This design comes from an exercise in tuning for a short achievable clock period on the open sky130 flow, not from production work.
No functional check of the RTL was part of any run shown here.
No run shown here takes its clock network from TritonCTS; it comes from the design's own scripts or RTL.
The clock port is modelled as an ideal driver, which makes a skipped or thinned clock tree look cheaper than it is; a real chip needs a root buffer or a tree.
No activity file was given, so power comes from the tool's default toggle rates.

$ cat flow/config.mk
export PLATFORM = sky130hd
export DESIGN_NAME = fcp
export DESIGN_NICKNAME = fcp
export VERILOG_FILES = /design/flow/design.v
export SDC_FILE = /design/flow/constraint.sdc
export NUM_CORES = 4
export LEC_CHECK = 0
export ABC_CLOCK_PERIOD_IN_PS = 800
export CAP_MARGIN = 20
export CORE_MARGIN = 2
export CORE_UTILIZATION = 40
export PLACE_DENSITY = 0.6
export SETUP_SLACK_MARGIN = 2.75
export SLEW_MARGIN = 20
export SYNTH_HIERARCHICAL = 1
export SYNTH_MINIMUM_KEEP_SIZE = 0
$ cat flow/constraint.sdc
create_clock -name core_clock -period 4.5 [get_ports {clk}]
set_input_delay 0.9000 -clock core_clock [delete_from_list [all_inputs] [get_ports {clk}]]
set_output_delay 0.9000 -clock core_clock [all_outputs]
set_load 0.01 [all_outputs]
$ cat flow/design.v
module fcp #(
    parameter PMAX = 64                  
) (
    input  wire        clk,
    input  wire        rst,              
    input  wire        req_valid,
    input  wire [35:0] req,
    output reg         rsp_valid,
    output reg  [49:0] rsp
);
    wire [3:0]  opsel = req[35:32];
    wire [31:0] arg   = req[31:0];
    wire [7:0]  b     = arg[7:0];
    wire [15:0] s_len = arg[31:16];
    reg         st_idle, st_fill, st_emit;    
    reg  [7:0]  acc_s;       
    reg  [7:0]  acc_c;
    reg         acc_sv;      
    reg  [7:0]  hdr_s;       
    reg  [7:0]  hdr_c;       
    reg  [7:0]  t_type;
    reg  [7:0]  t_id;
    reg  [6:0]  t_len;       
    reg  [PMAX-1:0] pc;      
    reg  [6:0]  prem;        
    reg         prem1;       
    reg         prem2;       
    reg         wen;         
    reg  [7:0]  wd;
    reg  [6:0]  kh;          
    reg  [6:0]  eidx;
    reg         elast;       
    reg         sp;          
    reg  [5:0]  hc;          
    reg         hvalid;
    reg  [47:0] hdr;         
    reg         pp_v;        
    reg  [7:0]  pp_b;
    reg  [5:0]  pp_pos;
    wire [47:0] hdr_eff;     
    reg  [7:0]  pbuf [0:PMAX-1];
    wire plast = wen ? prem2 : prem1;
    wire v, a_csinit, a_encst, a_encpay, a_emit, a_push, a_hdclr;
    wire acc_init, acc_add, acc_init_c, acc_add_c;
    wire n_idle, n_fill, n_emit;
    wire g_acc_a, g_acc_h, g_eb, g_em, g_push, g_get, g_pack, g_unpack;
    wire [1:0] status;
    wire len_big, len_zero;
    fcp_len u_len (.s_len(s_len), .len_big(len_big), .len_zero(len_zero));
    fcp_dec u_dec (
        .req_valid(req_valid), .rst(rst), .opsel(opsel),
        .len_big(len_big), .len_zero(len_zero),
        .st_idle(st_idle), .st_fill(st_fill), .st_emit(st_emit),
        .hvalid(hvalid), .plast(plast), .elast(elast), .kh0(kh[0]),
        .v(v), .a_csinit(a_csinit), .a_encst(a_encst), .a_encpay(a_encpay),
        .a_emit(a_emit), .a_push(a_push), .a_hdclr(a_hdclr),
        .n_idle(n_idle), .n_fill(n_fill), .n_emit(n_emit),
        .acc_sv(acc_sv), .g_acc_a(g_acc_a), .g_acc_h(g_acc_h), .g_eb(g_eb), .g_em(g_em), .g_push(g_push),
        .g_get(g_get), .g_pack(g_pack), .g_unpack(g_unpack), .status(status)
    );
    fcp_accen u_accen (
        .req_valid(req_valid), .rst(rst), .opsel(opsel),
        .st_idle(st_idle), .st_fill(st_fill), .acc_sv(acc_sv),
        .acc_init(acc_init), .acc_add(acc_add)
    );
    fcp_accen u_accen_c (
        .req_valid(req_valid), .rst(rst), .opsel(opsel),
        .st_idle(st_idle), .st_fill(st_fill), .acc_sv(acc_sv),
        .acc_init(acc_init_c), .acc_add(acc_add_c)
    );
    wire [7:0] acc_n;        
    wire [7:0] eff_s, eff_c;
    wire [7:0] hdr_n;        
    fcp_obs u_obs_a (.acc_s(acc_s), .acc_c(acc_c), .acc_n(acc_n));
    fcp_obs u_obs_h (.acc_s(hdr_s), .acc_c(hdr_c), .acc_n(hdr_n));
    wire [7:0] ebyte;
    fcp_emux u_emux (
        .kh(kh), .t_type(t_type), .t_id(t_id), .t_len(t_len),
        .sp(sp), .p0(pbuf[0]), .p1(pbuf[1]), .ebyte(ebyte)
    );
    wire [47:0] rest, data;
    fcp_rmux u_rmux (
        .g_eb(g_eb), .g_em(g_em), .g_push(g_push), .g_get(g_get),
        .g_pack(g_pack), .g_unpack(g_unpack), .ebyte(ebyte),
        .elast(elast), .hc5(hc[5]), .hvalid(hvalid), .hdr(hdr_eff), .arg(arg),
        .data(rest)
    );
    fcp_fin u_fin (.g_acc_a(g_acc_a), .acc_n(acc_n), .g_acc_h(g_acc_h), .hdr_n(hdr_n),
                   .rest(rest), .data(data));
    always @(posedge clk) begin
        rsp_valid <= v;
        rsp       <= {status, data};
    end
    always @(posedge clk) begin
        st_idle <= n_idle;
        st_fill <= n_fill;
        st_emit <= n_emit;
    end
    wire [7:0] acc_s_d, acc_c_d;
    assign eff_s = acc_sv ? hdr_s : acc_s;
    assign eff_c = acc_sv ? hdr_c : acc_c;
    wire [7:0] hdr_s_d, hdr_c_d;
    wire [7:0] acc_s_nc, acc_c_ns;
    fcp_accn u_accn_s (
        .acc_s(eff_s), .acc_c(eff_c), .b(b), .init(acc_init), .add(acc_add),
        .acc_s_d(acc_s_d), .acc_c_d(acc_s_nc)
    );
    fcp_accn u_accn_c (
        .acc_s(eff_s), .acc_c(eff_c), .b(b), .init(acc_init_c), .add(acc_add_c),
        .acc_s_d(acc_c_ns), .acc_c_d(acc_c_d)
    );
    fcp_hsum u_hsum (
        .type_b(arg[7:0]), .id_b(arg[15:8]), .len_b(s_len[7:0]),
        .hdr_s(hdr_s_d), .hdr_c(hdr_c_d)
    );
    always @(posedge clk) begin
        acc_s <= acc_s_d;    
        acc_c <= acc_c_d;    
        acc_sv <= a_encst;
        if (st_idle) begin
            hdr_s <= hdr_s_d;
            hdr_c <= hdr_c_d;
        end
    end
    always @(posedge clk) begin
        if (st_idle) begin
            t_type <= arg[7:0];
            t_id   <= arg[15:8];
            t_len  <= s_len[6:0];
        end
    end
    always @(posedge clk) begin
        if (st_idle) begin
            pc    <= {{(PMAX-1){1'b0}}, 1'b1};
            prem  <= s_len[6:0];
            prem1 <= (s_len[6:0] == 7'd1);
            prem2 <= (s_len[6:0] == 7'd2);
        end else if (wen) begin
            pc    <= {pc[PMAX-2:0], 1'b0};
            prem  <= prem - 7'd1;
            prem1 <= (prem == 7'd2);
            prem2 <= (prem == 7'd3);
        end
        wen <= a_encpay;
        wd  <= b;
    end
    integer i;
    always @(posedge clk) begin
        for (i = 0; i < PMAX; i = i + 1) begin
            if (sp) begin
                if (i < PMAX - 1)
                    pbuf[i] <= pbuf[i+1];
            end else if (wen && pc[i]) begin
                pbuf[i] <= wd;
            end
        end
    end
    always @(posedge clk) begin
        if (!st_emit) begin
            kh    <= 7'b0000001;
            eidx  <= 7'd0;
            elast <= 1'b0;
        end else if (a_emit) begin
            kh    <= kh[6] ? kh : {kh[5:0], 1'b0};
            eidx  <= eidx + 7'd1;
            elast <= (eidx == t_len + 7'd4);
        end
        sp <= a_emit && kh[6];
    end
    always @(posedge clk) begin
        if (rst || a_hdclr) begin
            hc     <= 6'b000001;
            hvalid <= 1'b0;
        end else if (a_push) begin
            hc <= {hc[4:0], hc[5]};
            if (hc[0]) hvalid <= 1'b0;
            if (hc[5]) hvalid <= 1'b1;
        end
    end
    always @(posedge clk) begin
        pp_v   <= a_push;
        pp_b   <= b;
        pp_pos <= hc;
    end
    genvar g;
    generate
        for (g = 0; g < 6; g = g + 1) begin : g_hdr
            always @(posedge clk)
                if (pp_v && pp_pos[g])
                    hdr[8*g +: 8] <= pp_b;
            assign hdr_eff[8*g +: 8] = (pp_v && pp_pos[g]) ? pp_b : hdr[8*g +: 8];
        end
    endgenerate
endmodule
module fcp_dec (
    input  wire        req_valid,
    input  wire        rst,
    input  wire [3:0]  opsel,
    input  wire        len_big,
    input  wire        len_zero,
    input  wire        st_idle,
    input  wire        st_fill,
    input  wire        st_emit,
    input  wire        hvalid,
    input  wire        plast,
    input  wire        elast,
    input  wire        kh0,
    output wire        v,
    output wire        a_csinit,
    output wire        a_encst,
    output wire        a_encpay,
    output wire        a_emit,
    output wire        a_push,
    output wire        a_hdclr,
    output wire        n_idle,
    output wire        n_fill,
    output wire        n_emit,
    input  wire        acc_sv,
    output wire        g_acc_a,
    output wire        g_acc_h,
    output wire        g_eb,
    output wire        g_em,
    output wire        g_push,
    output wire        g_get,
    output wire        g_pack,
    output wire        g_unpack,
    output wire [1:0]  status
);
    wire o_csinit  = (opsel == 4'h1);
    wire o_csadd   = (opsel == 4'h2);
    wire o_csfin   = (opsel == 4'h3);
    wire o_encst   = (opsel == 4'h4);
    wire o_encpay  = (opsel == 4'h5);
    wire o_encemit = (opsel == 4'h6);
    wire o_abort   = (opsel == 4'h7);
    wire o_push    = (opsel == 4'h8);
    wire o_get     = (opsel == 4'h9);
    wire o_hdclr   = (opsel == 4'hA);
    wire o_pack    = (opsel == 4'hB);
    wire o_unpack  = (opsel == 4'hC);
    wire o_ill     = (opsel[3:2] == 2'b11) && (opsel[1:0] != 2'b00);
    assign v         = req_valid && !rst;
    assign a_csinit  = v && o_csinit && st_idle;
    wire   a_csadd   = v && o_csadd  && st_idle;
    assign a_encst   = v && o_encst  && st_idle && !len_big;
    assign a_encpay  = v && o_encpay && st_fill;
    assign a_emit    = v && o_encemit && st_emit;
    wire   a_abort   = v && o_abort;
    assign a_push    = v && o_push;
    assign a_hdclr   = v && o_hdclr;
    wire stay = !rst && !a_abort;
    assign n_idle = rst || a_abort
                 || (st_idle && !a_encst)
                 || (a_emit && elast);
    assign n_fill = stay && ((st_fill && !(a_encpay && plast))
                          || (a_encst && !len_zero));
    assign n_emit = stay && ((st_emit && !(a_emit && elast))
                          || (a_encpay && plast)
                          || (a_encst && len_zero));
    wire   g_acc    = (o_csfin && st_idle) || (o_encemit && st_emit && kh0);
    assign g_acc_a  = g_acc && !acc_sv;
    assign g_acc_h  = g_acc && acc_sv;
    assign g_eb     = o_encemit && st_emit && !kh0;
    assign g_em     = o_encemit && st_emit;
    assign g_push   = o_push;
    assign g_get    = o_get;
    assign g_pack   = o_pack;
    assign g_unpack = o_unpack;
    assign status[0] = ((o_csinit || o_csadd || o_csfin || o_encst) && !st_idle)
                     || (o_encpay && !st_fill)
                     || (o_encemit && !st_emit)
                     || (o_get && !hvalid)
                     || o_ill;
    assign status[1] = (o_encst && st_idle && len_big) || o_ill;
endmodule
module fcp_accen (
    input  wire        req_valid,
    input  wire        rst,
    input  wire [3:0]  opsel,
    input  wire        st_idle,
    input  wire        st_fill,
    input  wire        acc_sv,
    output wire        acc_init,
    output wire        acc_add
);
    wire q, m5, m2, m;
    fcp_and1n2 u_q  (.a(req_valid), .b(rst), .c(opsel[3]), .y(q));
    fcp_and2n1 u_m5 (.a(st_fill), .b(opsel[2]), .c(opsel[1]), .y(m5));
    fcp_and2n1 u_m2 (.a(st_idle), .b(opsel[1]), .c(opsel[2]), .y(m2));
    fcp_mux2   u_m  (.s(opsel[0]), .a(m5), .b(m2), .y(m));
    fcp_and2   u_ad (.a(q), .b(m), .y(acc_add));
    assign acc_init = rst || (req_valid && st_idle && opsel == 4'h1);
endmodule
module fcp_and1n2 (input wire a, input wire b, input wire c, output wire y);
    assign y = a & ~b & ~c;
endmodule
module fcp_and2n1 (input wire a, input wire b, input wire c, output wire y);
    assign y = a & b & ~c;
endmodule
module fcp_mux2 (input wire s, input wire a, input wire b, output wire y);
    assign y = s ? a : b;
endmodule
module fcp_and2 (input wire a, input wire b, output wire y);
    assign y = a & b;
endmodule
module fcp_accn (
    input  wire [7:0] acc_s,
    input  wire [7:0] acc_c,
    input  wire [7:0] b,
    input  wire       init,
    input  wire       add,
    output wire [7:0] acc_s_d,
    output wire [7:0] acc_c_d
);
    function [7:0] pp_add;
        input [7:0] x;
        input [7:0] y;
        reg   [7:0] g, p, t, g1, t1, g2, t2, g3;
        integer n;
        begin
            g = x & y;
            p = x ^ y;
            t = x | y;
            for (n = 0; n < 8; n = n + 1) begin
                if (n >= 1) begin
                    g1[n] = g[n] | ((x[n] & x[n-1]) & y[n-1])
                                 | ((y[n] & x[n-1]) & y[n-1]);
                    t1[n] = t[n] & t[n-1];
                end else begin
                    g1[n] = g[n];
                    t1[n] = t[n];
                end
            end
            for (n = 0; n < 8; n = n + 1) begin
                if (n >= 2) begin
                    g2[n] = g1[n] | (t1[n] & g1[n-2]);
                    t2[n] = t1[n] & t1[n-2];
                end else begin
                    g2[n] = g1[n];
                    t2[n] = t1[n];
                end
            end
            for (n = 0; n < 8; n = n + 1) begin
                if (n >= 4)
                    g3[n] = g2[n] | (t2[n] & g2[n-4]);
                else
                    g3[n] = g2[n];
            end
            pp_add = p ^ {g3[6:0], 1'b0};
        end
    endfunction
    function [7:0] csa_s;
        input [7:0] x;
        input [7:0] y;
        input [7:0] z;
        csa_s = x ^ y ^ z;
    endfunction
    function [7:0] csa_c;
        input [7:0] x;
        input [7:0] y;
        input [7:0] z;
        reg   [7:0] m;
        begin
            m     = (x & y) | (x & z) | (y & z);
            csa_c = {m[6:0], 1'b0};
        end
    endfunction
    assign acc_s_d = add ? csa_s(acc_s, acc_c, b) : init ? 8'hFF : acc_s;
    assign acc_c_d = add ? csa_c(acc_s, acc_c, b) : init ? 8'h00 : acc_c;
endmodule
module fcp_hsum (
    input  wire [7:0] type_b,
    input  wire [7:0] id_b,
    input  wire [7:0] len_b,
    output wire [7:0] hdr_s,
    output wire [7:0] hdr_c
);
    function [7:0] pp_add;
        input [7:0] x;
        input [7:0] y;
        reg   [7:0] g, p, t, g1, t1, g2, t2, g3;
        integer n;
        begin
            g = x & y;
            p = x ^ y;
            t = x | y;
            for (n = 0; n < 8; n = n + 1) begin
                if (n >= 1) begin
                    g1[n] = g[n] | ((x[n] & x[n-1]) & y[n-1])
                                 | ((y[n] & x[n-1]) & y[n-1]);
                    t1[n] = t[n] & t[n-1];
                end else begin
                    g1[n] = g[n];
                    t1[n] = t[n];
                end
            end
            for (n = 0; n < 8; n = n + 1) begin
                if (n >= 2) begin
                    g2[n] = g1[n] | (t1[n] & g1[n-2]);
                    t2[n] = t1[n] & t1[n-2];
                end else begin
                    g2[n] = g1[n];
                    t2[n] = t1[n];
                end
            end
            for (n = 0; n < 8; n = n + 1) begin
                if (n >= 4)
                    g3[n] = g2[n] | (t2[n] & g2[n-4]);
                else
                    g3[n] = g2[n];
            end
            pp_add = p ^ {g3[6:0], 1'b0};
        end
    endfunction
    function [7:0] csa_s;
        input [7:0] x;
        input [7:0] y;
        input [7:0] z;
        csa_s = x ^ y ^ z;
    endfunction
    function [7:0] csa_c;
        input [7:0] x;
        input [7:0] y;
        input [7:0] z;
        reg   [7:0] m;
        begin
            m     = (x & y) | (x & z) | (y & z);
            csa_c = {m[6:0], 1'b0};
        end
    endfunction
    wire [7:0] hs1 = csa_s(type_b, id_b, len_b);
    wire [7:0] hc1 = csa_c(type_b, id_b, len_b);
    assign hdr_s = csa_s(hs1, hc1, 8'd2);
    assign hdr_c = csa_c(hs1, hc1, 8'd2);
endmodule
module fcp_obs (
    input  wire [7:0] acc_s,
    input  wire [7:0] acc_c,
    output wire [7:0] acc_n
);
    function [7:0] pp_add;
        input [7:0] x;
        input [7:0] y;
        reg   [7:0] g, p, t, g1, t1, g2, t2, g3;
        integer n;
        begin
            g = x & y;
            p = x ^ y;
            t = x | y;
            for (n = 0; n < 8; n = n + 1) begin
                if (n >= 1) begin
                    g1[n] = g[n] | ((x[n] & x[n-1]) & y[n-1])
                                 | ((y[n] & x[n-1]) & y[n-1]);
                    t1[n] = t[n] & t[n-1];
                end else begin
                    g1[n] = g[n];
                    t1[n] = t[n];
                end
            end
            for (n = 0; n < 8; n = n + 1) begin
                if (n >= 2) begin
                    g2[n] = g1[n] | (t1[n] & g1[n-2]);
                    t2[n] = t1[n] & t1[n-2];
                end else begin
                    g2[n] = g1[n];
                    t2[n] = t1[n];
                end
            end
            for (n = 0; n < 8; n = n + 1) begin
                if (n >= 4)
                    g3[n] = g2[n] | (t2[n] & g2[n-4]);
                else
                    g3[n] = g2[n];
            end
            pp_add = p ^ {g3[6:0], 1'b0};
        end
    endfunction
    function [7:0] csa_s;
        input [7:0] x;
        input [7:0] y;
        input [7:0] z;
        csa_s = x ^ y ^ z;
    endfunction
    function [7:0] csa_c;
        input [7:0] x;
        input [7:0] y;
        input [7:0] z;
        reg   [7:0] m;
        begin
            m     = (x & y) | (x & z) | (y & z);
            csa_c = {m[6:0], 1'b0};
        end
    endfunction
    assign acc_n = ~pp_add(acc_s, acc_c);
endmodule
module fcp_emux (
    input  wire [6:0] kh,
    input  wire [7:0] t_type,
    input  wire [7:0] t_id,
    input  wire [6:0] t_len,
    input  wire       sp,
    input  wire [7:0] p0,
    input  wire [7:0] p1,
    output wire [7:0] ebyte
);
    localparam [7:0] PROTO_VER = 8'h03;
    wire [7:0] pay_head = sp ? p1 : p0;
    assign ebyte = ({8{kh[1]}} & PROTO_VER)
                 | ({8{kh[2]}} & t_type)
                 | ({8{kh[3]}} & t_id)
                 | ({8{kh[4]}} & {1'b0, t_len})
                 | ({8{kh[6]}} & pay_head);
endmodule
module fcp_rmux (
    input  wire        g_eb,
    input  wire        g_em,
    input  wire        g_push,
    input  wire        g_get,
    input  wire        g_pack,
    input  wire        g_unpack,
    input  wire [7:0]  ebyte,
    input  wire        elast,
    input  wire        hc5,
    input  wire        hvalid,
    input  wire [47:0] hdr,
    input  wire [31:0] arg,
    output wire [47:0] data
);
    wire [31:0] pack_w   = {arg[27:6], arg[5:0], 4'b0000};
    wire [31:0] unpack_w = {arg[2:0], arg[3], arg[31:10], arg[9:4]};
    assign data = ({48{g_eb}}     & {40'd0, ebyte})
                | ({48{g_em}}     & {39'd0, elast, 8'd0})
                | ({48{g_push}}   & {47'd0, hc5})
                | ({48{g_get}}    & (hdr & {48{hvalid}}))
                | ({48{g_pack}}   & {16'd0, pack_w})
                | ({48{g_unpack}} & {16'd0, unpack_w});
endmodule
module fcp_fin (
    input  wire        g_acc_a,
    input  wire [7:0]  acc_n,
    input  wire        g_acc_h,
    input  wire [7:0]  hdr_n,
    input  wire [47:0] rest,
    output wire [47:0] data
);
    assign data = {rest[47:8],
                   rest[7:0] | (acc_n & {8{g_acc_a}}) | (hdr_n & {8{g_acc_h}})};
endmodule
module fcp_len (
    input  wire [15:0] s_len,
    output wire        len_big,
    output wire        len_zero
);
    wire n1, n2, n3, n4, n5, hi_any, lo_any;
    fcp_nor3  u_n1 (.a(s_len[15]), .b(s_len[14]), .c(s_len[13]), .y(n1));
    fcp_nor3  u_n2 (.a(s_len[12]), .b(s_len[11]), .c(s_len[10]), .y(n2));
    fcp_nor3  u_n3 (.a(s_len[9]),  .b(s_len[8]),  .c(s_len[7]),  .y(n3));
    fcp_nor3  u_n4 (.a(s_len[5]),  .b(s_len[4]),  .c(s_len[3]),  .y(n4));
    fcp_nor3  u_n5 (.a(s_len[2]),  .b(s_len[1]),  .c(s_len[0]),  .y(n5));
    fcp_nand3 u_hi (.a(n1), .b(n2), .c(n3), .y(hi_any));      
    fcp_nand2 u_lo (.a(n4), .b(n5), .y(lo_any));             
    fcp_a21o  u_bg (.a1(s_len[6]), .a2(lo_any), .b1(hi_any), .x(len_big));
    fcp_nor3  u_z  (.a(hi_any), .b(s_len[6]), .c(lo_any), .y(len_zero));
endmodule
module fcp_nor3 (input wire a, input wire b, input wire c, output wire y);
    assign y = ~(a | b | c);
endmodule
module fcp_nand3 (input wire a, input wire b, input wire c, output wire y);
    assign y = ~(a & b & c);
endmodule
module fcp_nand2 (input wire a, input wire b, output wire y);
    assign y = ~(a & b);
endmodule
module fcp_a21o (input wire a1, input wire a2, input wire b1, output wire x);
    assign x = (a1 & a2) | b1;
endmodule
$ cat flow/flow/run.sh
#!/bin/bash
# Standard layout, with the clock tree built by flow/tree.tcl (two levels of
# clkbuf_16) instead of TritonCTS. Full output of the ORFS run goes to
# flow_standard.log in the work folder; ORFS's own per-step logs stay under orfs/logs.
set -euo pipefail
W=$(pwd)
export PRE_CTS_TCL="$W/flow/tree.tcl"
bash standard.sh > "$W/flow_standard.log" 2>&1
$ cat flow/flow/tree.tcl
# PRE_CTS hook: build a two-level clock tree by hand in place of TritonCTS.
# The clock port drives NROOT clkbuf_16 buffers; each drives the clkbuf_16
# leaf buffers of its region; each leaf drives at most LEAF_MAX flip-flops.
# Regions and leaf clusters come from recursive bisection of the flip-flop
# positions (alternating x and y at the median).

set LEAF_MAX 28
set NROOT_LEVELS 2   ;# 2 bisections -> 4 root buffers
set BUF sky130_fd_sc_hd__clkbuf_16

set db    [ord::get_db]
set block [ord::get_db_block]
set master [$db findMaster $BUF]
set clknet [$block findNet clk]

# Port buffers: the flow leaves delay cells (clkdlybuf4s50_1) at the ports;
# use plain buffers so the port paths start fast.
foreach bt [$block getBTerms] {
  set net [$bt getNet]
  if {[$net getName] == "clk"} continue
  foreach it [$net getITerms] {
    set inst [$it getInst]
    if {[$bt getIoType] == "INPUT"} {
      replace_cell [$inst getName] sky130_fd_sc_hd__buf_8
    } else {
      replace_cell [$inst getName] sky130_fd_sc_hd__buf_4
    }
  }
}

set sinks {}
foreach it [$clknet getITerms] {
  set inst [$it getInst]
  set bb [$inst getBBox]
  set x [expr {([$bb xMin] + [$bb xMax]) / 2}]
  set y [expr {([$bb yMin] + [$bb yMax]) / 2}]
  lappend sinks [list $x $y $it]
}
puts "tree.tcl: [llength $sinks] clock sinks"

proc bisect {items axis} {
  set s [lsort -integer -index $axis $items]
  set h [expr {[llength $s] / 2}]
  return [list [lrange $s 0 [expr {$h - 1}]] [lrange $s $h end]]
}

# split items until each part has at most max entries
proc split_to {items axis max} {
  if {[llength $items] <= $max} { return [list $items] }
  lassign [bisect $items $axis] a b
  set na [expr {1 - $axis}]
  return [concat [split_to $a $na $max] [split_to $b $na $max]]
}

proc split_levels {items axis levels} {
  if {$levels == 0} { return [list $items] }
  lassign [bisect $items $axis] a b
  set na [expr {1 - $axis}]
  return [concat [split_levels $a $na [expr {$levels - 1}]] [split_levels $b $na [expr {$levels - 1}]]]
}

proc centroid {items} {
  set sx 0; set sy 0
  foreach e $items { set sx [expr {$sx + [lindex $e 0]}]; set sy [expr {$sy + [lindex $e 1]}] }
  set n [llength $items]
  return [list [expr {$sx / $n}] [expr {$sy / $n}]]
}

proc place_buf {block master name x y} {
  set inst [odb::dbInst_create $block $master $name]
  set w [[$inst getMaster] getWidth]
  set h [[$inst getMaster] getHeight]
  $inst setLocation [expr {$x - $w / 2}] [expr {$y - $h / 2}]
  $inst setPlacementStatus PLACED
  return $inst
}

set regions [split_levels $sinks 0 $NROOT_LEVELS]
set r 0
set nleaf 0
foreach reg $regions {
  set leaves [split_to $reg [expr {$NROOT_LEVELS % 2}] $LEAF_MAX]
  set rnet [odb::dbNet_create $block "clknet_r$r"]
  $rnet setSigType CLOCK
  set lc {}
  foreach lf $leaves {
    lassign [centroid $lf] x y
    lappend lc [list $x $y]
    set li [place_buf $block $master "clkbuf_leaf_r${r}_$nleaf" $x $y]
    set lnet [odb::dbNet_create $block "clknet_leaf_$nleaf"]
    $lnet setSigType CLOCK
    [$li findITerm X] connect $lnet
    [$li findITerm A] connect $rnet
    foreach e $lf {
      set it [lindex $e 2]
      $it disconnect
      $it connect $lnet
    }
    incr nleaf
  }
  lassign [centroid $lc] x y
  set ri [place_buf $block $master "clkbuf_root_$r" $x $y]
  [$ri findITerm X] connect $rnet
  [$ri findITerm A] connect $clknet
  incr r
}
$clknet setSigType CLOCK
puts "tree.tcl: $r root buffers, $nleaf leaf buffers"

global_connect
set_propagated_clock [all_clocks]

# TritonCTS is replaced by the tree above
rename clock_tree_synthesis clock_tree_synthesis_unused
proc clock_tree_synthesis {args} { puts "tree.tcl: clock tree built by hand, TritonCTS skipped" }
$ cat flow/standard.sh
#!/bin/bash
# synth_recipe.tcl (not shown) runs the flow's synth.tcl, then flattens the netlist and writes it again
# the make line also repeats each setting of config.mk as NAME=value (left out here)
make -C /OpenROAD-flow-scripts/flow DESIGN_CONFIG=/design/flow/config.mk WORK_HOME=/design/flow/orfs CLKGATE_MAP_FILE= SYNTH_SCRIPT=/design/flow/synth_recipe.tcl "${@:-finish}"
==> results of run 1 <==
## critical path: stages
cell and delay [ns]:
buf_8 0.10, buf_12 0.13, buf_8 0.12, nand2_4 0.06, buf_4 0.12, buf_6 0.09, buf_6 0.09, a2bb2oi_4 0.20
nor2_4 0.09, a221o_1 0.37
## area by class of cell
| type | instances | area share [%] |
|---|---|---|
| well taps | 1060 | 3.570 |
| flip-flops and latches | 782 | 57.55 |
| repair buffers | 209 | 7.248 |
| multi-input cells | 1775 | 28.39 |
| plain buffers | 36 | 2.425 |
| inverters | 69 | 0.8252 |
## cell usage in the layout, fill, tap and decap left out, drive strengths merged, types with 37 or more instances in the layout
cell and instances:
dfxtp 222, nand3 38, mux2 67, nor2 97, buf 200, edfxtp 560
ha 37, a21o 65, inv 69, nand2 1078, mux2i 84, clkbuf 41
## sequential cells by signal, summed over array words and instances, names as in the netlist, 6 cells and up
name / flops
hdr: 48
pp_pos: 6
t_type: 8
rsp: 50
acc_s: 8
kh: 7
eidx: 7
pc: 64
wd: 8
prem: 7
pbuf: 512
t_len: 7
hdr_s: 8
hdr_c: 8
t_id: 8
acc_c: 8
hc: 6
## power breakdown
| group | switching [mW] | leakage (nW) | internal (mW) |
|---|---|---|---|
| Combinational | 0.459 | 6.57 | 0.346 |
| Sequential | 0.0804 | 6.94 | 7.76 |
| Clock | 2.04 | 0.444 | 1.44 |
## worst max-delay path by stage
| stage | cells past startpoint | start | slack, ns | end |
|---|---|---|---|---|
| 4_1_cts | 10 | req[33] | 2.55 | eidx[6] |
| 3_3_place_gp | 7 | req[35] | 1.33 | rsp[6] |
| 3_5_place_dp | 7 | req[35] | 1.20 | rsp[7] |
| 5_1_grt | 9 | req[33] | 2.47 | rsp[5] |
| 6_report | 10 | req[33] | 2.51 | rsp[7] |
| 2_1_floorplan | 9 | req[35] | 2.33 | eidx[6] |
## what timing repair did
action | CTS | global route
endpoints found under the setup margin | 1140 | 777
gates resized for setup | 188 | 168
buffers inserted | 45 | 36
cloned | 13 | 9
pin swaps | 38 | 58
## per-layer routing
metal | global-route usage (%) | vias to the layer above | part of all wire (%)
li1 | - | 9536 | -
met1 | 25.55 | 10630 | 45
met2 | 30.47 | 500 | 48
met3 | 2.077 | 71 | 4.7
met4 | 2.990 | 0 | 1.7
met5 | 0 | - | 0
## metrics by stage
step,area (sq um),setup slack [ns],hold slack (ns)
final,37150,2.511,0.3837
after global routing,37150,2.466,0.3895
after CTS,36190,2.548,0.3745
after detailed placement,33960,1.201,0.3611
after global placement,33960,1.328,0.3534
after floorplan,32770,2.334,0.3500
==> flow_metrics.tcl, run 1 <==
set metrics [dict create \
    r2r_start "hdr_s[0]" \
    drc 0 \
    p_total_mw 12.14 \
    clk_pin_slew_ns 0.10 \
    finClkSkew_ns 0.03198 \
    hold_path_class "register to register" \
    port_buffers 89 \
    hpwlAfterDp_um 43610 \
    syn_area_sq_um 32430 \
    core_sq_um 80420 \
    detail_route.wl_per_cell_um 20.11 \
    finalSetupViolCount 0 \
    worstSetupStartpointType "primary input" \
    tns_ns 0 \
    io_pins 90 \
    place_congestion 0.8505 \
    grt_pass1_vias 20430 \
    instances_no_fill 3931 \
    cp-end-kind "register" \
    die_h_um 288.8 \
    cp.arrival_ns 2.27 \
    rsz0062_at_grt "yes" \
    register_area_sq_um 21380 \
    diodes 0 \
    hold_end "pp_pos[2]" \
    avgSynthCellArea_sq_um 11.41 \
    grt_max_degree 147 \
    reg2regPathDepth 6 \
    relSlewSlack_pct 43.84 \
    die_x_um 288.8 \
    final_util_pct 46.20 \
    p_per_area_nw_per_um2 326.7 \
    clk_latency_ns 0.40 \
    vdd_drop_max_uv 271.7 \
    tightest_slew_ns 0.8412 \
    final_hold_viol_count 0 \
    grt_pass1_wl_um 119600 \
    worst_hold_startpoint "hc[2]" \
    fin_nets 2970 \
    die_area_sq_um 83380 \
    period_needed_ns 1.989 \
    hold_depth 0 \
    antenna_found_initial 0 \
    totalWireLength_um 79040 \
    start_util_pct 40.33 \
    cts-hold-fix-buffers 0 \
    drive_gt1_share_pct 21.04 \
    syn2layout_area_growth_pct 14.54 \
    r2r_end "rsp[7]" \
    multi_input_area_sq_um 10550 \
    crit_type "primary input to register" \
    synthCells 2843 \
    via_per_inst 5.275 \
    p_leak_nw 13.96 \
    post-route-period-util_pct 44.19 \
    ant_nets 0 \
    fmax_ghz 0.5028 \
    ys_warn_count 12 \
    via_count 20740 \
    cp_max_fo 8 \
    placed_cells 3792 \
    r2r_slack_ns 2.61 \
    fillCellCount 7303 \
    slew_violations 0 \
    drt_iter0_drc 1901 \
    first_pass_iters 5 \
    grt_overflow_total 0 \
    status "no timing/DRC/antenna violations" \
    grt.total_usage_pct 18.08 \
    critical_path_required_ns 4.78 \
    rows 104 \
    drv_cap 0 \
]
==> run 2: changes to the inputs <==
--- a/flow/config.mk
+++ b/flow/config.mk
@@ -8,9 +8,9 @@
 export ABC_CLOCK_PERIOD_IN_PS = 800
 export CAP_MARGIN = 20
 export CORE_MARGIN = 2
-export CORE_UTILIZATION = 40
-export PLACE_DENSITY = 0.6
-export SETUP_SLACK_MARGIN = 2.75
+export CORE_UTILIZATION = 55
+export PLACE_DENSITY = 0.7
+export SETUP_SLACK_MARGIN = 2.8
 export SLEW_MARGIN = 20
 export SYNTH_HIERARCHICAL = 1
 export SYNTH_MINIMUM_KEEP_SIZE = 0
==> flow_metrics.tcl, run 2 <==
set metrics [dict create \
    avgSynthCellArea_sq_um 11.41 \
    largest_reg_flops 512 \
    clk_latency_ns 0.40 \
    tns_ns 0 \
    regMostFlops "pbuf" \
    post-route-period-util_pct 43.44 \
    io_pins 90 \
    final_common_cell "nand2_1" \
    critical_path_required_ns 4.81 \
    diodes 0 \
    hpwlAfterDp_um 42760 \
    placed_cells 3509 \
    vdd_drop_max_uv 421.1 \
    drc 0 \
    grt_pass1_vias 20260 \
    syn_area_sq_um 32430 \
    totalWireLength_um 76670 \
    detail_route.wl_per_cell_um 20.89 \
    p_leak_nw 14.23 \
    final_cell_mix "1,071 x nand2_1, 560 x edfxtp_1, 150 x dfxtp_1" \
    first_pass_iters 6 \
    instances_no_fill 3670 \
    tightest_slew_ns 0.6988 \
    fin_nets 2996 \
    clk_pin_slew_ns 0.09 \
    synthCells 2843 \
    hold_path_class "register to register" \
    postLayoutCellArea_sq_um 36820 \
    internal_power_mw 9.577 \
    drive_gt1_share_pct 20.33 \
    power_frac_seq_pct 64.6 \
    cp.arrival_ns 2.26 \
    core_sq_um 58690 \
    ant_nets 0 \
    p_per_area_nw_per_um2 329.9 \
    die_area_sq_um 60930 \
    die_x_um 246.8 \
    grt_overflow_total 0 \
    grt.total_usage_pct 24.13 \
    finalSetupViolCount 0 \
    fmax_ghz 0.5115 \
    combinationalPowerShare_pct 7.0 \
    rsz0062_at_grt "yes" \
    path_cells "buf_8 -> buf_12 -> nor3_4 -> nand2_2 -> a21o_1 -> and4b_4 -> nand2_2 -> a31oi_4" \
    via_per_inst 5.693 \
    fin_ws_ns 2.545 \
    finClkSkew_ns 0.03771 \
    cp_num_buf_inv 2 \
    worstSetupStartpointType "primary input" \
    slowest_stage "and4b_4" \
    period_needed_ns 1.955 \
    start_util_pct 55.27 \
    dp_slack_ns 1.144 \
    crit_type "primary input to register" \
    drv_cap 0 \
    hold_slack_ns 0.3796 \
    relSlewSlack_pct 53.35 \
    place_congestion 0.9075 \
    via_count 20900 \
    slew_violations 0 \
    grt_max_degree 141 \
    grt_pass1_wl_um 115600 \
    cp_max_fo 4 \
    die_h_um 246.8 \
    clkPwrFrac_pct 28.5 \
    critPathTopFamily "simple AND/OR/NAND/NOR gates" \
    cp-end-kind "register" \
    final_util_pct 62.74 \
    final_hold_viol_count 0 \
    rows 89 \
    port_buffers 89 \
    drt_iter0_drc 2049 \
    reg_top3 "pbuf (512), pc (64), rsp (50)" \
    cpMostUsedCell "nand2_2" \
    p_total_mw 12.15 \
    syn2layout_area_growth_pct 13.52 \
    ys_warn_count 12 \
    antenna_found_initial 1 \
    place_area_sq_um 33610 \
    status "no timing/DRC/antenna violations" \
    p_switching_mw 2.569 \
    critPathMaxStageDelay_ns 0.38 \
    p_sw_share_pct 21.15 \
]
[run 2: layout make-up]
class | instances | area, sq um
buffer | 36 | 900.9
tap | 773 | 967.2
sequential | 782 | 21370
multi-input combinational | 1778 | 10560
fill | 4400 | 21860
timing repair buffer | 232 | 2728
inverter | 69 | 304.0
[run 2: layer usage]
metal	part of all wire [%]	vias up	global-route usage [%]
li1	-	9583	-
met1	43	10380	34.37
met5	0	-	0
met2	47	799	38.91
met3	7.4	132	3.668
met4	3.0	0	6.343
[run 2: power groups by stage]
stage,clock (mW),combinational (mW),sequential [mW]
floorplan,0,0.400,7.97
global placement,0,0.617,8.01
detailed placement,0,0.638,8.01
CTS,3.52,0.761,7.85
global route,3.75,0.910,7.85
finish,3.46,0.845,7.84
[run 2: worst register-to-register path: cells and delay by family (launching register included)]
kind | cells | cell delay (ns)
flip-flops | 1 | 0.50
buffers and inverters | 1 | 0.18
adder cells (fa/ha/maj) | 1 | 0.22
XOR/XNOR | 1 | 0.18
AO/OA/AOI/OAI | 3 | 0.72
[run 2: timing repair]
item | CTS | global route
gates cloned | 12 | 6
endpoints found under the setup margin | 1227 | 836
resized for setup | 230 | 89
hold buffers | 0 | 0
pin swaps | 37 | 37
setup buffers | 72 | 35
[run 2: worst paths after layout]
check / to / cells after the start / from / slack, ns
worst max register to register: rsp[7] / 6 / hdr_c[2] / 2.60
worst min-delay path: pp_pos[3] / 0 / hc[3] / 0.38
worst max-delay path: st_emit / 8 / req[21] / 2.55
worst min register to register: pp_pos[3] / 0 / hc[3] / 0.38
==> run 3: changes to the inputs <==
--- a/flow/design.v
+++ b/flow/design.v
@@ -79,14 +79,21 @@
         .sp(sp), .p0(pbuf[0]), .p1(pbuf[1]), .ebyte(ebyte)
     );
     wire [47:0] rest, data;
-    fcp_rmux u_rmux (
-        .g_eb(g_eb), .g_em(g_em), .g_push(g_push), .g_get(g_get),
-        .g_pack(g_pack), .g_unpack(g_unpack), .ebyte(ebyte),
-        .elast(elast), .hc5(hc[5]), .hvalid(hvalid), .hdr(hdr_eff), .arg(arg),
-        .data(rest)
-    );
+    wire [47:0] pack_w   = {16'd0, arg[27:6], arg[5:0], 4'b0000};
+    wire [47:0] unpack_w = {16'd0, arg[2:0], arg[3], arg[31:10], arg[9:4]};
+    genvar sl;
+    generate
+        for (sl = 0; sl < 4; sl = sl + 1) begin : g_rs
+            fcp_rslice u_rs (
+                .opsel(opsel), .hvalid(hvalid), .hdr(hdr_eff[12*sl +: 12]),
+                .pk(pack_w[12*sl +: 12]), .up(unpack_w[12*sl +: 12]),
+                .d(rest[12*sl +: 12])
+            );
+        end
+    endgenerate
     fcp_fin u_fin (.g_acc_a(g_acc_a), .acc_n(acc_n), .g_acc_h(g_acc_h), .hdr_n(hdr_n),
-                   .rest(rest), .data(data));
+                   .g_eb(g_eb), .ebyte(ebyte), .g_em(g_em), .elast(elast),
+                   .g_push(g_push), .hc5(hc[5]), .rest(rest), .data(data));
     always @(posedge clk) begin
         rsp_valid <= v;
         rsp       <= {status, data};
@@ -155,17 +162,18 @@
             end
         end
     end
+    wire [6:0] kh_d, eidx_d;
+    wire       elast_d;
+    fcp_emitn u_emitn (
+        .st_emit(st_emit), .a_emit(a_emit), .kh(kh), .eidx(eidx),
+        .elast(elast), .t_len(t_len), .kh_d(kh_d), .eidx_d(eidx_d),
+        .elast_d(elast_d)
+    );
     always @(posedge clk) begin
-        if (!st_emit) begin
-            kh    <= 7'b0000001;
-            eidx  <= 7'd0;
-            elast <= 1'b0;
-        end else if (a_emit) begin
-            kh    <= kh[6] ? kh : {kh[5:0], 1'b0};
-            eidx  <= eidx + 7'd1;
-            elast <= (eidx == t_len + 7'd4);
-        end
-        sp <= a_emit && kh[6];
+        kh    <= kh_d;
+        eidx  <= eidx_d;
+        elast <= elast_d;
+        sp    <= a_emit && kh[6];
     end
     always @(posedge clk) begin
         if (rst || a_hdclr) begin
@@ -283,25 +291,9 @@
     output wire        acc_init,
     output wire        acc_add
 );
-    wire q, m5, m2, m;
-    fcp_and1n2 u_q  (.a(req_valid), .b(rst), .c(opsel[3]), .y(q));
-    fcp_and2n1 u_m5 (.a(st_fill), .b(opsel[2]), .c(opsel[1]), .y(m5));
-    fcp_and2n1 u_m2 (.a(st_idle), .b(opsel[1]), .c(opsel[2]), .y(m2));
-    fcp_mux2   u_m  (.s(opsel[0]), .a(m5), .b(m2), .y(m));
-    fcp_and2   u_ad (.a(q), .b(m), .y(acc_add));
-    assign acc_init = rst || (req_valid && st_idle && opsel == 4'h1);
-endmodule
-module fcp_and1n2 (input wire a, input wire b, input wire c, output wire y);
-    assign y = a & ~b & ~c;
-endmodule
-module fcp_and2n1 (input wire a, input wire b, input wire c, output wire y);
-    assign y = a & b & ~c;
-endmodule
-module fcp_mux2 (input wire s, input wire a, input wire b, output wire y);
-    assign y = s ? a : b;
-endmodule
-module fcp_and2 (input wire a, input wire b, output wire y);
-    assign y = a & b;
+    wire v = req_valid && !rst;
+    assign acc_add  = v && ((st_idle && opsel == 4'h2) || (st_fill && opsel == 4'h5));
+    assign acc_init = rst || (v && st_idle && opsel == 4'h1);
 endmodule
 module fcp_accn (
     input  wire [7:0] acc_s,
@@ -511,40 +503,36 @@
                  | ({8{kh[4]}} & {1'b0, t_len})
                  | ({8{kh[6]}} & pay_head);
 endmodule
-module fcp_rmux (
-    input  wire        g_eb,
-    input  wire        g_em,
-    input  wire        g_push,
-    input  wire        g_get,
-    input  wire        g_pack,
-    input  wire        g_unpack,
-    input  wire [7:0]  ebyte,
-    input  wire        elast,
-    input  wire        hc5,
+module fcp_rslice (
+    input  wire [3:0]  opsel,
     input  wire        hvalid,
-    input  wire [47:0] hdr,
-    input  wire [31:0] arg,
-    output wire [47:0] data
+    input  wire [11:0] hdr,
+    input  wire [11:0] pk,
+    input  wire [11:0] up,
+    output wire [11:0] d
 );
-    wire [31:0] pack_w   = {arg[27:6], arg[5:0], 4'b0000};
-    wire [31:0] unpack_w = {arg[2:0], arg[3], arg[31:10], arg[9:4]};
-    assign data = ({48{g_eb}}     & {40'd0, ebyte})
-                | ({48{g_em}}     & {39'd0, elast, 8'd0})
-                | ({48{g_push}}   & {47'd0, hc5})
-                | ({48{g_get}}    & (hdr & {48{hvalid}}))
-                | ({48{g_pack}}   & {16'd0, pack_w})
-                | ({48{g_unpack}} & {16'd0, unpack_w});
+    assign d = ({12{opsel == 4'h9 && hvalid}} & hdr)
+             | ({12{opsel == 4'hB}} & pk)
+             | ({12{opsel == 4'hC}} & up);
 endmodule
 module fcp_fin (
     input  wire        g_acc_a,
     input  wire [7:0]  acc_n,
     input  wire        g_acc_h,
     input  wire [7:0]  hdr_n,
+    input  wire        g_eb,
+    input  wire [7:0]  ebyte,
+    input  wire        g_em,
+    input  wire        elast,
+    input  wire        g_push,
+    input  wire        hc5,
     input  wire [47:0] rest,
     output wire [47:0] data
 );
-    assign data = {rest[47:8],
-                   rest[7:0] | (acc_n & {8{g_acc_a}}) | (hdr_n & {8{g_acc_h}})};
+    assign data = {rest[47:9],
+                   rest[8] | (g_em & elast),
+                   rest[7:0] | (acc_n & {8{g_acc_a}}) | (hdr_n & {8{g_acc_h}})
+                             | (ebyte & {8{g_eb}}) | {7'd0, g_push & hc5}};
 endmodule
 module fcp_len (
     input  wire [15:0] s_len,
@@ -574,3 +562,24 @@
 module fcp_a21o (input wire a1, input wire a2, input wire b1, output wire x);
     assign x = (a1 & a2) | b1;
 endmodule
+module fcp_emitn (
+    input  wire       st_emit,
+    input  wire       a_emit,
+    input  wire [6:0] kh,
+    input  wire [6:0] eidx,
+    input  wire       elast,
+    input  wire [6:0] t_len,
+    output wire [6:0] kh_d,
+    output wire [6:0] eidx_d,
+    output wire       elast_d
+);
+    wire [6:0] kh_n    = st_emit ? (kh[6] ? kh : {kh[5:0], 1'b0}) : 7'b0000001;
+    wire [6:0] kh_h    = st_emit ? kh : 7'b0000001;
+    wire [6:0] eidx_n  = st_emit ? eidx + 7'd1 : 7'd0;
+    wire [6:0] eidx_h  = st_emit ? eidx : 7'd0;
+    wire       elast_n = st_emit && (eidx == t_len + 7'd4);
+    wire       elast_h = st_emit && elast;
+    assign kh_d    = a_emit ? kh_n    : kh_h;
+    assign eidx_d  = a_emit ? eidx_n  : eidx_h;
+    assign elast_d = a_emit ? elast_n : elast_h;
+endmodule
--- a/flow/config.mk
+++ b/flow/config.mk
@@ -8,9 +8,9 @@
 export ABC_CLOCK_PERIOD_IN_PS = 800
 export CAP_MARGIN = 20
 export CORE_MARGIN = 2
-export CORE_UTILIZATION = 55
-export PLACE_DENSITY = 0.7
-export SETUP_SLACK_MARGIN = 2.8
+export CORE_UTILIZATION = 40
+export PLACE_DENSITY = 0.6
+export SETUP_SLACK_MARGIN = 2.75
 export SLEW_MARGIN = 20
 export SYNTH_HIERARCHICAL = 1
 export SYNTH_MINIMUM_KEEP_SIZE = 0
==> flow_metrics.tcl, run 3 <==
set metrics [dict create \
    finClkSkew_ns 0.02192 \
    cp_num_cells 9 \
    worstSetupStartpointType "primary input" \
    port_buffers 89 \
    slowest_stage "nor2b_4" \
    regMostFlops "pbuf" \
    p_leak_nw 14.06 \
    tightest_slew_ns 0.7345 \
    hpwlAfterDp_um 45430 \
    clkPwrFrac_pct 28.5 \
    avgSynthCellArea_sq_um 11.54 \
    totalWireLength_um 79830 \
    power_frac_seq_pct 63.9 \
    postLayoutCellArea_sq_um 37670 \
    clk_latency_ns 0.39 \
    fin_nets 3033 \
    drt_iter0_drc 1447 \
    critPathMaxStageDelay_ns 0.27 \
    relSlewSlack_pct 50.96 \
    via_count 20740 \
    diodes 0 \
    via_per_inst 5.179 \
    drv_cap 0 \
    internal_power_mw 9.620 \
    die_h_um 291.2 \
    r2r_end "rsp[7]" \
    finalSetupViolCount 0 \
    hold_end "pp_pos[1]" \
    grt.total_usage_pct 18.15 \
    grt_pass1_vias 21050 \
    antenna_found_initial 0 \
    die_area_sq_um 84810 \
    reg2regPathDepth 7 \
    post-route-period-util_pct 42.40 \
    critPathTopFamily "simple AND/OR/NAND/NOR gates" \
    cp-end-kind "register" \
    path_cells "buf_12 -> buf_12 -> nor2b_4 -> nand3_4 -> nor2_4 -> buf_6 -> nor2b_4 -> mux2i_2 -> nor2b_1" \
    p_switching_mw 2.648 \
    ant_nets 0 \
    core_sq_um 81850 \
    r2r_start "hdr_s[2]" \
    drc 0 \
    p_sw_share_pct 21.59 \
    r2r_slack_ns 2.62 \
    tns_ns 0 \
    grt_pass1_wl_um 123600 \
    slew_violations 0 \
    largest_reg_flops 512 \
    io_pins 90 \
    p_per_area_nw_per_um2 325.7 \
    clk_pin_slew_ns 0.10 \
    cp_max_fo 8 \
    place_area_sq_um 34520 \
    synthCells 2859 \
    start_util_pct 40.32 \
    syn_area_sq_um 33000 \
    detail_route.wl_per_cell_um 19.94 \
    hold_depth 0 \
    grt_max_degree 119 \
    fmax_ghz 0.5241 \
    final_hold_viol_count 0 \
    rsz0062_at_grt "yes" \
    crit_type "primary input to register" \
    reg_top3 "pbuf (512), pc (64), rsp (50)" \
    syn2layout_area_growth_pct 14.16 \
    cp.arrival_ns 2.20 \
    vdd_drop_max_uv 212.3 \
    drive_gt1_share_pct 19.70 \
    worst_hold_startpoint "hc[1]" \
    final_common_cell "nand2_1" \
    grt_overflow_total 0 \
    status "no timing/DRC/antenna violations" \
    hold_path_class "register to register" \
    first_pass_iters 5 \
    ys_warn_count 12 \
    place_congestion 0.8624 \
    rows 105 \
    final_cell_mix "1,039 x nand2_1, 560 x edfxtp_1, 160 x dfxtp_1" \
    period_needed_ns 1.908 \
    critical_path_required_ns 4.79 \
    die_x_um 291.2 \
    combinationalPowerShare_pct 7.6 \
    cp_num_buf_inv 3 \
]
[run 3: cell count changes in the layout (fill, tap and decap cells not counted), sizes merged, moves of 8 or more]
cell	change
a21oi	+8
a221o	-8
a22oi	+30
and2	-8
and3	-16
buf	-8
conb	+36
nand2	-24
nand3	-30
o2bb2ai	+48
[run 3: how the worst max path moves through the flow]
stage	to	startpoint	slack (ns)
3_5_place_dp	kh[4]	req[34]	1.19
2_1_floorplan	eidx[6]	req[35]	2.33
4_1_cts	rsp[0]	sp	2.62
3_3_place_gp	kh[3]	req[34]	1.32
6_report	kh[4]	req[34]	2.59
5_1_grt	kh[4]	req[34]	2.55
[run 3: repair_timing]
action | CTS | global route
endpoints found under the setup margin | 1220 | 439
gates cloned | 14 | 2
gates resized for setup | 185 | 90
hold buffers | 0 | 0
setup buffers | 51 | 47
hold endpoints to repair | 0 | 0
pin swaps | 17 | 33
[run 3: layer usage]
| metal | GRT usage (%) | share of wire (%) | vias up |
|---|---|---|---|
| li1 | - | - | 9729 |
| met1 | 25.65 | 45 | 10440 |
| met2 | 30.75 | 48 | 478 |
| met3 | 1.894 | 5.0 | 92 |
| met4 | 2.907 | 1.9 | 0 |
| met5 | 0 | 0 | - |
[run 3: power groups by stage]
stage               Clock [mW]  Sequential (mW)  Combinational (mW)
floorplan                    0             7.98               0.448
global placement             0             8.02               0.711
detailed placement           0             8.02               0.721
CTS                       3.58             7.84               0.865
global route              3.81             7.85                1.01
finish                    3.49             7.84               0.931
[run 3: stage by stage]
step	utilization, %	hold slack (ns)	std cells	setup WS (ns)	total power [mW]
floorplan	-	0.3500	2895	2.330	8.432
global placement	42.18	0.3561	3854	1.318	8.733
detailed placement	42.18	0.3599	3854	1.194	8.745
CTS	45.14	0.3647	3955	2.621	12.29
global route	46.03	0.3682	4004	2.555	12.67
finish	46.03	0.3586	4004	2.592	12.27
[run 3: area by class of cell]
type	count	area, sq um
Multi-Input combinational cell	1817	10890
Tap cell	1070	1339
Timing Repair Buffer	225	2855
Sequential cell	782	21370
Inverter	74	322.8
Fill cell	7315	44170
Buffer	36	900.9
==> run 4: changes to the inputs <==
--- a/flow/config.mk
+++ b/flow/config.mk
@@ -8,9 +8,9 @@
 export ABC_CLOCK_PERIOD_IN_PS = 800
 export CAP_MARGIN = 20
 export CORE_MARGIN = 2
-export CORE_UTILIZATION = 40
-export PLACE_DENSITY = 0.6
-export SETUP_SLACK_MARGIN = 2.75
+export CORE_UTILIZATION = 55
+export PLACE_DENSITY = 0.7
+export SETUP_SLACK_MARGIN = 2.8
 export SLEW_MARGIN = 20
 export SYNTH_HIERARCHICAL = 1
 export SYNTH_MINIMUM_KEEP_SIZE = 0
==> flow_metrics.tcl, run 4 <==
set metrics [dict create \
    avgSynthCellArea_sq_um 11.54 \
    drv_cap 0 \
    period_needed_ns 1.967 \
    cp-end-kind "register" \
    die_x_um 249.0 \
    combinationalPowerShare_pct 7.6 \
    fin_ws_ns 2.533 \
    grt_overflow_total 0 \
    drive_gt1_share_pct 22.04 \
    tns_ns 0 \
    p_sw_share_pct 21.49 \
    critical_path_required_ns 4.81 \
    vdd_drop_max_uv 292.9 \
    rows 89 \
    final_util_pct 63.84 \
    totalWireLength_um 77360 \
    core_sq_um 59130 \
    p_total_mw 12.26 \
    rsz0062_at_grt "yes" \
    drc 0 \
    drt_iter0_drc 1867 \
    dp_slack_ns 0.8522 \
    via_per_inst 5.699 \
    clk_pin_slew_ns 0.10 \
    p_switching_mw 2.633 \
    die_h_um 249.0 \
    internal_power_mw 9.623 \
    ys_warn_count 12 \
    grt_pass1_wl_um 117400 \
    tightest_slew_ns 0.8070 \
    io_pins 90 \
    start_util_pct 55.81 \
    via_count 21290 \
    antenna_found_initial 2 \
    final_hold_viol_count 0 \
    die_area_sq_um 61980 \
    final_cell_mix "1,037 x nand2_1, 560 x edfxtp_1, 155 x dfxtp_1" \
    hpwlAfterDp_um 43640 \
    first_pass_iters 6 \
    regMostFlops "pbuf" \
    place_congestion 0.8798 \
    detail_route.wl_per_cell_um 20.71 \
    syn2layout_area_growth_pct 14.40 \
    post-route-period-util_pct 43.70 \
    cp.arrival_ns 2.27 \
    p_leak_nw 14.18 \
    reg_top3 "pbuf (512), pc (64), rsp (50)" \
    clk_latency_ns 0.41 \
    syn_area_sq_um 33000 \
    cp_max_fo 8 \
    fmax_ghz 0.5085 \
    finalSetupViolCount 0 \
    worstSetupStartpointType "primary input" \
    synthCells 2859 \
    crit_type "primary input to register" \
    status "no timing/DRC/antenna violations" \
    grt_max_degree 114 \
    final_common_cell "nand2_1" \
    diodes 0 \
    relSlewSlack_pct 45.91 \
    p_per_area_nw_per_um2 324.7 \
    slew_violations 0 \
    grt_pass1_vias 20810 \
    port_buffers 89 \
    cts-hold-fix-buffers 0 \
    fin_nets 3062 \
    finClkSkew_ns 0.04328 \
    hold_path_class "register to register" \
    largest_reg_flops 512 \
    grt.total_usage_pct 23.53 \
    clkPwrFrac_pct 28.4 \
    power_frac_seq_pct 64.0 \
    ant_nets 0 \
]
==> run 4: per-layer routing <==
metal | part of all wire, % | track usage, % | vias up
li1 | - | - | 9796
met1 | 42 | 32.73 | 10640
met2 | 49 | 39.98 | 723
met3 | 6.7 | 3.187 | 124
met4 | 2.2 | 4.450 | 4
met5 | 0.030 | 0 | -
==> run 4: metrics by stage <==
step / hold WS, ns / std cells / instance area, sq um
after floorplan: 0.3500 / 2895 / 33320
after global placement: 0.3589 / 3555 / 34110
after detailed placement: 0.3639 / 3555 / 34110
after CTS: 0.3769 / 3675 / 36850
after global routing: 0.3896 / 3736 / 37750
final: 0.3788 / 3736 / 37750
==> run 4: worst max-delay path, cell delays in order <==
cell     delay, ns
buf_8         0.10
buf_12        0.12
nor2b_4       0.14
nand3_4       0.10
nor2_4        0.25
buf_4         0.17
buf_6         0.08
buf_6         0.09
nand2_2       0.05
xnor2_1       0.11
and2_1        0.15
==> run 4: repair_timing <==
action                                  in CTS  in global routing
buffers inserted                            73                 53
cloned                                      11                  8
gates resized for setup                    267                 91
pin swaps                                   35                 23
endpoints found under the setup margin    1231                766
==> run 4: worst paths after layout <==
path         slack [ns]   endpoint  cells after the start  startpoint
min                0.38  pp_pos[4]                      0       hc[4]
max                2.53    eidx[2]                     11     req[32]
max reg2reg        2.61     rsp[7]                      7    hdr_s[0]
min reg2reg        0.38  pp_pos[4]                      0       hc[4]
==> run 4: power groups by stage <==
| stage | registers, mW | clock network [mW] | logic, mW |
|---|---|---|---|
| after floorplan | 7.98 | 0 | 0.448 |
| after global placement | 8.02 | 0 | 0.678 |
| after detailed placement | 8.02 | 0 | 0.697 |
| after CTS | 7.84 | 3.52 | 0.844 |
| after global routing | 7.85 | 3.76 | 0.998 |
| final | 7.84 | 3.49 | 0.926 |
==> run 4: area by class of cell <==
cell class	count	area, sq um
flip-flops and latches	782	21370
multi-input cells	1818	11000
repair buffers	253	3181
well taps	773	967.2
inverters	74	327.8
plain buffers	36	900.9
fillers	4414	21380
==> run 5: changes to the inputs <==
--- a/flow/config.mk
+++ b/flow/config.mk
@@ -8,8 +8,8 @@
 export ABC_CLOCK_PERIOD_IN_PS = 800
 export CAP_MARGIN = 20
 export CORE_MARGIN = 2
-export CORE_UTILIZATION = 55
-export PLACE_DENSITY = 0.7
+export CORE_UTILIZATION = 65
+export PLACE_DENSITY = 0.8
 export SETUP_SLACK_MARGIN = 2.8
 export SLEW_MARGIN = 20
 export SYNTH_HIERARCHICAL = 1
==> flow_metrics.tcl, run 5 <==
set metrics [dict create \
    placed_cells 3459 \
    avgSynthCellArea_sq_um 11.54 \
    crit_type "primary input to register" \
    start_util_pct 65.78 \
    finClkSkew_ns 0.03142 \
    rows 82 \
    grt.total_usage_pct 28.96 \
    die_area_sq_um 52590 \
    status "no timing/DRC/antenna violations" \
    fmax_ghz 0.5178 \
    via_per_inst 6.017 \
    final_common_cell "nand2_1" \
    final_hold_viol_count 0 \
    clk_latency_ns 0.40 \
    detail_route.wl_per_cell_um 22.02 \
    io_pins 90 \
    grt_pass1_wl_um 120200 \
    fillCellCount 3136 \
    p_leak_nw 14.07 \
    ys_warn_count 12 \
    final_cell_mix "1,041 x nand2_1, 560 x edfxtp_1, 160 x dfxtp_1" \
    reg_top3 "pbuf (512), pc (64), rsp (50)" \
    drive_gt1_share_pct 20.66 \
    hold_path_class "register to register" \
    hpwlAfterDp_um 43340 \
    port_buffers 89 \
    drt_iter0_drc 2371 \
    place_congestion 0.9094 \
    antenna_found_initial 1 \
    post-route-period-util_pct 42.92 \
    critPathCapture "kh[4]" \
    syn_area_sq_um 33000 \
    synthCells 2859 \
    instances_no_fill 3617 \
    totalWireLength_um 79660 \
    critPathLaunch "req[32]" \
    ant_nets 0 \
    rsz0062_at_grt "yes" \
    clk_pin_slew_ns 0.10 \
    p_per_area_nw_per_um2 327.7 \
    via_count 21760 \
    worstSetupStartpointType "primary input" \
    cp.arrival_ns 2.20 \
    fin_nets 3042 \
    critical_path_required_ns 4.77 \
    cp_max_fo 8 \
    largest_reg_flops 512 \
    cts-hold-fix-buffers 0 \
    die_h_um 229.3 \
    drv_cap 0 \
    slew_violations 0 \
    syn2layout_area_growth_pct 13.24 \
    core_sq_um 50170 \
    drc 0 \
    first_pass_iters 6 \
    tns_ns 0 \
    regMostFlops "pbuf" \
    cp-end-kind "register" \
    grt_pass1_vias 21070 \
    final_util_pct 74.48 \
    vdd_drop_max_uv 312.0 \
    tightest_slew_ns 0.8344 \
    period_needed_ns 1.931 \
    r2r_slack_ns 2.59 \
    reg2regPathDepth 6 \
    die_x_um 229.3 \
    grt_overflow_total 0 \
    r2r_start "pp_v" \
    grt_max_degree 149 \
    finalSetupViolCount 0 \
    relSlewSlack_pct 44.07 \
    r2r_end "rsp[3]" \
]
-- run 5: cell count changes in the layout (fill, tap and decap cells not counted), sizes merged --
cell | previous run | this run
bufbuf | 5 | 4
clkbuf | 41 | 39
nand2b | 27 | 29
buf | 243 | 224
inv | 74 | 73
diode | 0 | 2
clkinv | 0 | 1
-- run 5: power breakdown --
| group | internal, mW | switching (mW) | total (mW) |
|---|---|---|---|
| sequential | 7.77 | 0.0866 | 7.86 |
| clock | 1.44 | 2.03 | 3.48 |
| combinational | 0.391 | 0.518 | 0.908 |
-- run 5: final cells by class --
class | instances | area (sq um) | area share [%]
well taps | 672 | 840.8 | 2.250
plain buffers | 36 | 900.9 | 2.411
repair buffers | 231 | 2908 | 7.781
multi-input cells | 1820 | 11030 | 29.53
flip-flops and latches | 782 | 21350 | 57.14
diodes | 2 | 5.005 | 0.01339
inverters | 74 | 330.3 | 0.8839
-- run 5: worst min path at each step --
stage          startpoint        end  cells past startpoint
5_1_grt             hc[4]  pp_pos[4]                      0
2_1_floorplan       hc[2]  pp_pos[2]                      0
4_1_cts             hc[4]  pp_pos[4]                      0
3_5_place_dp        hc[3]  pp_pos[3]                      0
6_report            hc[4]  pp_pos[4]                      0
3_3_place_gp        hc[0]  pp_pos[0]                      0
-- run 5: timing repair --
action | CTS | global route
gates cloned | 16 | 3
endpoints found under the setup margin | 1244 | 843
pin swaps | 25 | 32
setup buffers | 64 | 37
resized for setup | 237 | 86
-- run 5: routing by layer --
metal	routed length [um]	share of wire [%]	global-route usage [%]	vias up
met2	38190	48	47.31	1037
met1	32440	41	40.97	10790
met3	6675	8.4	4.432	184
met5	16	0.020	0	-
met4	2336	2.9	7.792	2
li1	-	-	-	9747
-- run 5: worst max-delay path: stages --
cell	delay [ns]
buf_8	0.11
buf_12	0.13
nor2b_4	0.14
nand3_4	0.10
nor2_4	0.11
buf_6	0.13
nor2b_4	0.25
mux2i_1	0.24
nor2b_1	0.07
-- run 5: stage by stage --
stage / total power [mW] / setup WS, ns / area [sq um] / hold WS, ns
5_1_grt: 12.59 / 2.519 / 37360 / 0.3903
2_1_floorplan: 8.432 / 2.330 / 33320 / 0.3500
4_1_cts: 12.17 / 2.609 / 36680 / 0.3733
3_5_place_dp: 8.711 / 1.061 / 34010 / 0.3597
6_report: 12.25 / 2.569 / 37370 / 0.3768
3_3_place_gp: 8.684 / 1.290 / 34010 / 0.3612

## static timing again, ports no longer ideal
No port has a modelled driver above. Below, the same layouts with a new extraction and two added sets of constraints.
Step 1 assumes that a clkbuf_16 drives the clock port and a buf_2 every other input.
Step 2 also shifts input and output timing later by t, the mid clock arrival at the registers, as if the neighbouring blocks saw the same clock.
a / b / c = ideal / step 1 / step 2; a / b = the first two.
| run | t, ns | setup slack, ns | worst setup path after step 2 | slew at the worst register clock pin (ns) | worst slew at a driven data input, ns |
|---|---|---|---|---|---|
| run 1 | 0.516 | 2.511 / 2.582 / 2.084 | input to register | 0.10 / 0.10 | 0.10 |
| run 2 | 0.504 | 2.545 / 2.581 / 2.125 | input to register | 0.11 / 0.11 | 0.09 |
| run 3 | 0.521 | 2.592 / 2.567 / 2.132 | input to register | 0.10 / 0.10 | 0.12 |
| run 4 | 0.519 | 2.533 / 2.581 / 2.096 | input to register | 0.10 / 0.10 | 0.08 |
| run 5 | 0.506 | 2.569 / 2.556 / 2.050 | input to register | 0.10 / 0.10 | 0.22 |
After both steps setup and hold are still met in every run listed. The setup slack of run 5, which loses most, moves by -0.013 ns with the drivers and by -0.519 ns with both steps.
